Background: an optimization exercise with open tools, aiming at small area. Do not read the settings as production practice. Function was checked by simulation only, so behaviour that the tests miss may differ from the original. Power is estimated from default activity; no workload was simulated.

==> flow/design.v (excerpt) <==
module sdep_engine (
    input  wire        clk,
    input  wire        rst,
    input  wire        op_valid,
    output wire        op_ready,
    input  wire [2:0]  op_code,
    input  wire [15:0] op_cmd,
    input  wire [15:0] op_len,
    input  wire        txd_valid,
    output wire        txd_ready,
    input  wire [7:0]  txd_data,
    output wire        bus_valid,
    output reg  [2:0]  bus_op,
    output reg  [7:0]  bus_tx,
    input  wire        bus_ready,
    input  wire [7:0]  bus_rx,
    input  wire        bus_err,
    output reg         rxd_valid,
    output wire [7:0]  rxd_data,
    output wire        res_valid,
    output wire [2:0]  res_kind,
    output wire [1:0]  res_code,
    output wire [3:0]  res_cause,
    output wire [2:0]  res_inner,
    output wire        res_status,
    output wire [15:0] res_id,
    output wire [15:0] res_count,
    output reg         exch_open
);
clock: 10.0 ns
lec_check: 0
cap_margin: 20
core_margin: 2
core_utilization: 40
slew_margin: 20
run.sh (not shown) runs the stock make flow with config.mk's settings and CLKGATE_MAP_FILE= SYNTH_SCRIPT=/design/flow/synth_recipe.tcl, a recipe that flattens the netlist after the stock synthesis.
Edit:
==> flow/flow/run.sh (new file) <==
#!/bin/bash
# Standard ORFS layout, with the smallest buffer cell on the ports and a
# clock tree built from small clock buffers without dummy loads.
set -euo pipefail
cd "$(dirname "$0")/.."
export BUFFER_PORTS_ARGS="-buffer_cell sky130_fd_sc_hd__buf_1"
export CTS_ARGS="-sink_clustering_enable -repair_clock_nets -buf_list sky130_fd_sc_hd__clkbuf_4 -root_buf sky130_fd_sc_hd__clkbuf_4 -dont_use_dummy_load"
bash standard.sh > standard.log 2>&1
==> flow/standard.sh (new file) <==
#!/bin/bash
# synth_recipe.tcl (not shown) runs the flow's synth.tcl, then flattens the netlist and writes it again
# the make line also repeats each setting of config.mk as NAME=value (left out here)
make -C /OpenROAD-flow-scripts/flow DESIGN_CONFIG=/design/flow/config.mk WORK_HOME=/design/flow/orfs CLKGATE_MAP_FILE= SYNTH_SCRIPT=/design/flow/synth_recipe.tcl "${@:-finish}"
removed: flow/run.sh
Result:
- sequential cell count does not change
- final area came out lower by 16%
- synthesized cell count does not change
- combinational power fell by 14%
- via count shrinks by 1.2%
- clock skew went up by 0.023 ns
- total power drops by 21%
- cell count went down by 0.59%


The RTL this note starts from:
==> flow/design.v <==
module sdep_engine (
    input  wire        clk,
    input  wire        rst,
    input  wire        op_valid,
    output wire        op_ready,
    input  wire [2:0]  op_code,
    input  wire [15:0] op_cmd,
    input  wire [15:0] op_len,
    input  wire        txd_valid,
    output wire        txd_ready,
    input  wire [7:0]  txd_data,
    output wire        bus_valid,
    output reg  [2:0]  bus_op,
    output reg  [7:0]  bus_tx,
    input  wire        bus_ready,
    input  wire [7:0]  bus_rx,
    input  wire        bus_err,
    output wire        rxd_valid,
    output wire [7:0]  rxd_data,
    output wire        res_valid,
    output wire [2:0]  res_kind,
    output wire [1:0]  res_code,
    output wire [3:0]  res_cause,
    output wire [2:0]  res_inner,
    output wire        res_status,
    output wire [15:0] res_id,
    output wire [15:0] res_count,
    output wire        exch_open
);
    localparam [3:0] S_IDLE   = 4'd0,
                     S_SEL    = 4'd1,
                     S_XCHG   = 4'd2,
                     S_BUNSEL = 4'd3,
                     S_WAIT   = 4'd4,
                     S_WHDR   = 4'd5,
                     S_FETCH  = 4'd6,
                     S_WPAY   = 4'd7,
                     S_UNSEL  = 4'd8,
                     S_PIN    = 4'd9,
                     S_RDLV   = 4'd10,
                     S_RHDR   = 4'd11,
                     S_RPAY   = 4'd12,
                     S_DONE   = 4'd13;
    localparam [6:0] F_TXPROBE = {4'd1, 3'd0},
                     F_READY   = {4'd2, 3'd0},
                     F_RXPROBE = {4'd3, 3'd0},
                     F_SENT    = {4'd4, 3'd0},    
                     F_BSEL    = {4'd5, 3'd1},
                     F_BUNSEL  = {4'd5, 3'd2},
                     F_BXCHG   = {4'd5, 3'd3},
                     F_BWR     = {4'd5, 3'd4},
                     F_BRD     = {4'd5, 3'd5},
                     F_BAD     = {4'd9, 3'd0},
                     F_OVERLAP = {4'd10, 3'd0};
    localparam [6:0] TRIES = 7'd100;
    reg [3:0]  st;
    reg        m_rx;        
    reg        m_ses;       
    reg        m_exch;      
    reg        exch_r;
    reg [15:0] cmd;
    reg [15:0] cnt;
    reg [6:0]  k;
    reg [7:0]  b;
    wire hs = bus_valid && bus_ready;
    wire       last  = &cnt;                                    
    wire       cont  = ~(&cnt[15:5] & (cnt[4] | &cnt[3:0]));    
    wire [4:0] flen  = cont ? 5'd16 : ~cnt[4:0];
    wire       k1    = (k == 7'd1);
    wire [15:0] rx_id = {cmd[15:8], b};
    wire       id_ok = (rx_id[15:2] == 14'h0280) && (rx_id[1:0] != 2'd3);
    wire fault   = k[6] | k[4] | k[3] | (k[5] & m_ses);
    wire closing = m_ses & (fault | m_rx);
    assign op_ready  = (st == S_IDLE);
    assign txd_ready = (st == S_FETCH);
    assign res_valid = (st == S_DONE);
    assign rxd_valid = (st == S_RDLV);
    assign bus_valid = (st == S_SEL) || (st == S_XCHG) || (st == S_BUNSEL) ||
                       (st == S_WHDR) || (st == S_WPAY) || (st == S_UNSEL) ||
                       (st == S_PIN) || (st == S_RHDR) || (st == S_RPAY);
    assign exch_open  = exch_r & ~((st == S_DONE) & closing);
    assign rxd_data   = b;
    assign res_id     = rx_id;
    assign res_count  = cnt;
    assign res_status = cmd[15];
    assign res_cause  = k[6:3];
    assign res_inner  = k[2:0];
    assign res_code   = k[6] ? 2'd3 : k[5] ? 2'd2 : 2'd1;
    assign res_kind   = fault ? 3'd4 :
                        !m_rx ? 3'd0 :
                        m_ses ? 3'd3 :
                        k[5]  ? 3'd2 : 3'd1;
    always @(*) begin
        bus_op = 3'd0;
        bus_tx = 8'h00;
        case (st)
            S_SEL:    bus_op = 3'd0;
            S_XCHG:   begin bus_op = 3'd2; bus_tx = m_rx ? 8'hFF : 8'h10; end
            S_BUNSEL, S_UNSEL: bus_op = 3'd1;
            S_WHDR: begin
                bus_op = 3'd3;
                case (k[1:0])
                    2'd3:    bus_tx = cmd[7:0];
                    2'd2:    bus_tx = cmd[15:8];
                    default: bus_tx = {cont, 2'b00, flen};
                endcase
            end
            S_WPAY:   begin bus_op = 3'd3; bus_tx = b; end
            S_PIN:    bus_op = 3'd5;
            S_RHDR, S_RPAY: begin bus_op = 3'd4; bus_tx = 8'hFF; end
            default:  ;
        endcase
    end
    wire cnt_inc = hs && ((st == S_WPAY) || (st == S_RPAY) ||
                          ((st == S_UNSEL) && !m_rx && last));
    always @(posedge clk) begin
        if (st == S_IDLE)
            cnt <= op_code[0] ? ~op_len : 16'd0;
        else
            cnt <= cnt + {15'd0, cnt_inc};
    end
    wire berr = hs && bus_err && (st != S_PIN) && !((st == S_UNSEL) && k[3]);
    reg        k_ld, k_dec;
    reg [6:0]  k_val;
    always @(*) begin
        k_ld  = 1'b0;
        k_dec = 1'b0;
        k_val = TRIES;
        if (berr) begin
            k_ld  = 1'b1;
            k_val = {4'd5, bus_op + 3'd1};
        end else case (st)
            S_IDLE: begin
                k_ld = 1'b1;
                if (op_valid) begin
                    if (op_code == 3'd0 || op_code[2:1] == 2'b11) k_val = F_BAD;
                    else if (op_code[0] && op_code != 3'd1 && exch_r) k_val = F_OVERLAP;
                end
            end
            S_XCHG:   if (hs) begin
                          k_ld  = (bus_rx < 8'hFE);
                          k_val = 7'd3;
                      end
            S_WAIT:   if (b[4:0] == 5'd0) begin
                          k_ld  = k1;
                          k_dec = 1'b1;
                          k_val = {2'b00, b[7] | m_rx, ~b[7], 3'd0};
                      end
            S_WHDR:   if (hs) begin
                          k_ld  = k1;
                          k_dec = 1'b1;
                          k_val = {2'b00, flen};
                      end
            S_WPAY:   if (hs) k_dec = !k1;
            S_UNSEL:  if (hs && !k[3]) begin
                          k_ld = m_rx ? (m_ses && cmd[15] && !k[5])
                                      : ((m_ses && !last) || m_exch);
                      end
            S_PIN:    if (hs && bus_rx[0]) k_ld = 1'b1;
            S_RHDR:   if (hs) begin
                          k_ld  = k1;
                          k_dec = 1'b1;
                          k_val = id_ok ? bus_rx[6:0] : F_SENT;
                      end
            S_RDLV:   k_dec = !k1;
            default:  ;
        endcase
    end
    always @(posedge clk)
        if (k_ld) k <= k_val;
        else      k <= k - {6'd0, k_dec};
    wire b_tx  = (st == S_FETCH) && txd_valid;
    wire b_rx  = hs && ((st == S_RPAY) || ((st == S_RHDR) && k[1] && k[0]));
    wire b_w   = hs && (((st == S_BUNSEL) && !bus_err) || ((st == S_PIN) && !bus_rx[0]));
    wire b_dec = (st == S_WAIT) && (b[4:0] != 5'd0);
    always @(posedge clk) begin
        if (b_tx)
            b <= txd_data;
        else if (b_rx)
            b <= bus_rx;
        else if (b_w)
            b <= {st == S_PIN, bus_rx[6:5], st == S_PIN, 4'b0011};
        else
            b[4:0] <= b[4:0] - {4'd0, b_dec};
    end
    always @(posedge clk) begin
        if (rst) begin
            st     <= S_IDLE;
            exch_r <= 1'b0;
        end else begin
            if (st == S_DONE)
                exch_r <= exch_open;
            case (st)
                S_IDLE: begin
                    cmd    <= op_cmd;
                    m_rx   <= ~op_code[0];
                    m_exch <= op_code[2];
                    m_ses  <= 1'b0;
                    if (op_valid) begin
                        case (op_code)
                            3'd1: st <= S_SEL;
                            3'd2, 3'd4: begin
                                m_ses <= op_code[2];
                                st    <= S_PIN;
                            end
                            3'd3, 3'd5: begin
                                if (exch_r)
                                    st <= S_DONE;
                                else begin
                                    exch_r <= 1'b1;
                                    m_ses  <= 1'b1;
                                    st     <= S_SEL;
                                end
                            end
                            default: st <= S_DONE;
                        endcase
                    end
                end
                S_SEL: if (hs)
                    st <= bus_err ? S_UNSEL : S_XCHG;
                S_XCHG: if (hs) begin
                    if (bus_err)
                        st <= S_UNSEL;
                    else if (bus_rx < 8'hFE)
                        st <= m_rx ? S_RHDR : S_WHDR;
                    else
                        st <= S_BUNSEL;
                end
                S_BUNSEL: if (hs) begin
                    if (bus_err)
                        st <= S_DONE;
                    else
                        st <= S_WAIT;
                end
                S_WAIT: begin
                    if (b[4:0] != 5'd0)
                        ;
                    else if (k1)
                        st <= S_DONE;
                    else
                        st <= b[7] ? S_PIN : S_SEL;
                end
                S_WHDR: if (hs) begin
                    if (bus_err)
                        st <= S_UNSEL;
                    else if (k1)
                        st <= last ? S_UNSEL : S_FETCH;
                end
                S_FETCH: if (txd_valid)
                    st <= S_WPAY;
                S_WPAY: if (hs) begin
                    if (bus_err || k1)
                        st <= S_UNSEL;
                    else
                        st <= S_FETCH;
                end
                S_UNSEL: if (hs) begin
                    if (k[3] || bus_err)
                        st <= S_DONE;
                    else if (!m_rx) begin
                        if (m_ses && !last)
                            st <= S_SEL;
                        else if (m_exch) begin
                            m_rx <= 1'b1;
                            st   <= S_PIN;
                        end else
                            st <= S_DONE;
                    end else if (m_ses && cmd[15] && !k[5])
                        st <= S_PIN;
                    else
                        st <= S_DONE;
                end
                S_PIN: if (hs) begin
                    if (bus_rx[0])
                        st <= S_SEL;
                    else
                        st <= S_WAIT;
                end
                S_RHDR: if (hs) begin
                    if (bus_err)
                        st <= S_UNSEL;
                    else begin
                        if (!k[0] || id_ok)
                            cmd[15:8] <= bus_rx;
                        if (k1)
                            st <= (!id_ok || bus_rx[6:0] == 7'd0) ? S_UNSEL : S_RPAY;
                    end
                end
                S_RPAY: if (hs) begin
                    if (bus_err)
                        st <= S_UNSEL;
                    else
                        st <= S_RDLV;
                end
                S_RDLV: st <= k1 ? S_UNSEL : S_RPAY;
                default: st <= S_IDLE;    
            endcase
        end
    end
endmodule
clock: 10.0 ns
lec_check: 0
cap_margin: 0
core_margin: 2
core_utilization: 40
slew_margin: 0
standard.sh (not shown) runs the stock make flow with config.mk's settings and CLKGATE_MAP_FILE= SYNTH_SCRIPT=/design/flow/synth_recipe.tcl, a recipe that flattens the netlist after the stock synthesis.
==> flow/flow/run.sh <==
#!/bin/bash
# Layout flow: the standard ORFS flow (standard.sh) with these changes in
# how the layout is made:
#  - synthesis is synth_recipe.tcl unchanged except for the ABC script of the
#    combinational mapping (area-oriented &deepsyn + &nf, see my_synth.tcl);
#    it is run with several ABC seeds and the smallest netlist is kept.
#    Registers are mapped before ABC, so they are the standard synthesis's;
#  - port buffers use the smallest buffer cell (buf_1);
#  - the clock tree uses clkbuf_8 and no dummy loads.
# Each tool's output goes to a log file in this work folder.
set -euo pipefail
W=$(pwd)
NSEEDS=24
PAR=${NUM_CORES:-4}
export FLOW_SYNTH_TCL="$W/synth_recipe.tcl"
export BUFFER_PORTS_ARGS="-buffer_cell sky130_fd_sc_hd__buf_1"
export CTS_ARGS="-sink_clustering_enable -repair_clock_nets -buf_list sky130_fd_sc_hd__clkbuf_8 -root_buf sky130_fd_sc_hd__clkbuf_8 -dont_use_dummy_load"

sed "s|SYNTH_SCRIPT=[^ ]*|SYNTH_SCRIPT=$W/flow/my_synth.tcl|" standard.sh > "$W/flow/standard_mine.sh"
grep -q "SYNTH_SCRIPT=$W/flow/my_synth.tcl" "$W/flow/standard_mine.sh"

# candidate syntheses, one per ABC seed, each in its own ORFS work folder
mkdir -p "$W/syn"
run_seed() {
  local sd=$1 d="$W/syn/s$1"
  printf 'strash\n&get -n\n&deepsyn -J 100 -S %s\n&put\ndch -f\n&get -n\n&nf -R 1000\n&put\ntopo\n' "$sd" > "$W/syn/s$sd.abc"
  sed "s|WORK_HOME=[^ ]*|WORK_HOME=$d|" "$W/flow/standard_mine.sh" > "$W/syn/s$sd.sh"
  MY_ABC_SCRIPT="$W/syn/s$sd.abc" bash "$W/syn/s$sd.sh" synth > "$W/syn/s$sd.log" 2>&1 || true
}
for ((sd = 0; sd < NSEEDS; sd++)); do
  run_seed $sd &
  if (( (sd + 1) % PAR == 0 )); then wait; fi
done
wait

# keep the smallest (cell area without the buffers that placement removes)
best=""; best_area=""
for ((sd = 0; sd < NSEEDS; sd++)); do
  f="$W/syn/s$sd/reports/sky130hd/sdep_engine/base/synth_stat.txt"
  [[ -f "$W/syn/s$sd/results/sky130hd/sdep_engine/base/1_synth.odb" && -f "$f" ]] || continue
  a=$(awk '/sky130_fd_sc_hd__/ { if ($3 !~ /__(buf|clkbuf)_/) s += $2 } END { printf "%.3f", s }' "$f")
  echo "seed $sd: $a" >> "$W/syn/areas.log"
  if [[ -z "$best" ]] || awk -v a="$a" -v b="$best_area" 'BEGIN { exit !(a < b) }'; then
    best=$sd; best_area=$a
  fi
done
[[ -n "$best" ]]
echo "best seed $best: $best_area" >> "$W/syn/areas.log"
mkdir -p "$W/orfs"
cp -a "$W/syn/s$best/." "$W/orfs/"

bash "$W/flow/standard_mine.sh" > "$W/flow_run.log" 2>&1
Other scripts of this flow, unchanged in this note and not shown: flow/flow/my_synth.tcl
The baseline ran to the end with no violations.
Edit:
Settings changed: CAP_MARGIN 0 to 20, SLEW_MARGIN 0 to 20.
Hold slack stays the same.
Combinational power hardly moves.
Power stays the same.
Fmax stays the same.
Design area is unchanged.
Via count does not change.
Utilization is unchanged.
Non-clock buffer count is unchanged.
Global-route usage stays the same.
Setup slack stays the same.
Routed wire length does not change.

-- separate check: timing with driven ports --
Ports are ideal in the flow. The routed layouts listed here were re-timed in OpenROAD.
Step 1 sets driving cells, clkbuf_16 on the clock port and buf_2 on the other inputs (assumed; they add their load-dependent delay and slew).
Step 2 times the ports against the registers' clock, not the clock port: input delays grow and output delays shrink by t, the midpoint of the rising clock arrivals with the driver on.
a / b / c = ideal ports / drivers / drivers and shift; a / b = the first two.
run | t (ns) | setup slack, ns | slew at the worst register clock pin (ns)
the first run of note 1 | 0.375 | 4.932 / 4.894 / 5.269 | 0.07 / 0.07
the second run of note 1 | 0.469 | 5.063 / 5.030 / 5.499 | 0.11 / 0.11
the first run of note 2 | 0.338 | 4.726 / 4.693 / 5.031 | 0.11 / 0.11
the second run of note 2 | 0.338 | 4.726 / 4.693 / 5.031 | 0.11 / 0.11
After both steps every run listed still meets setup and hold.
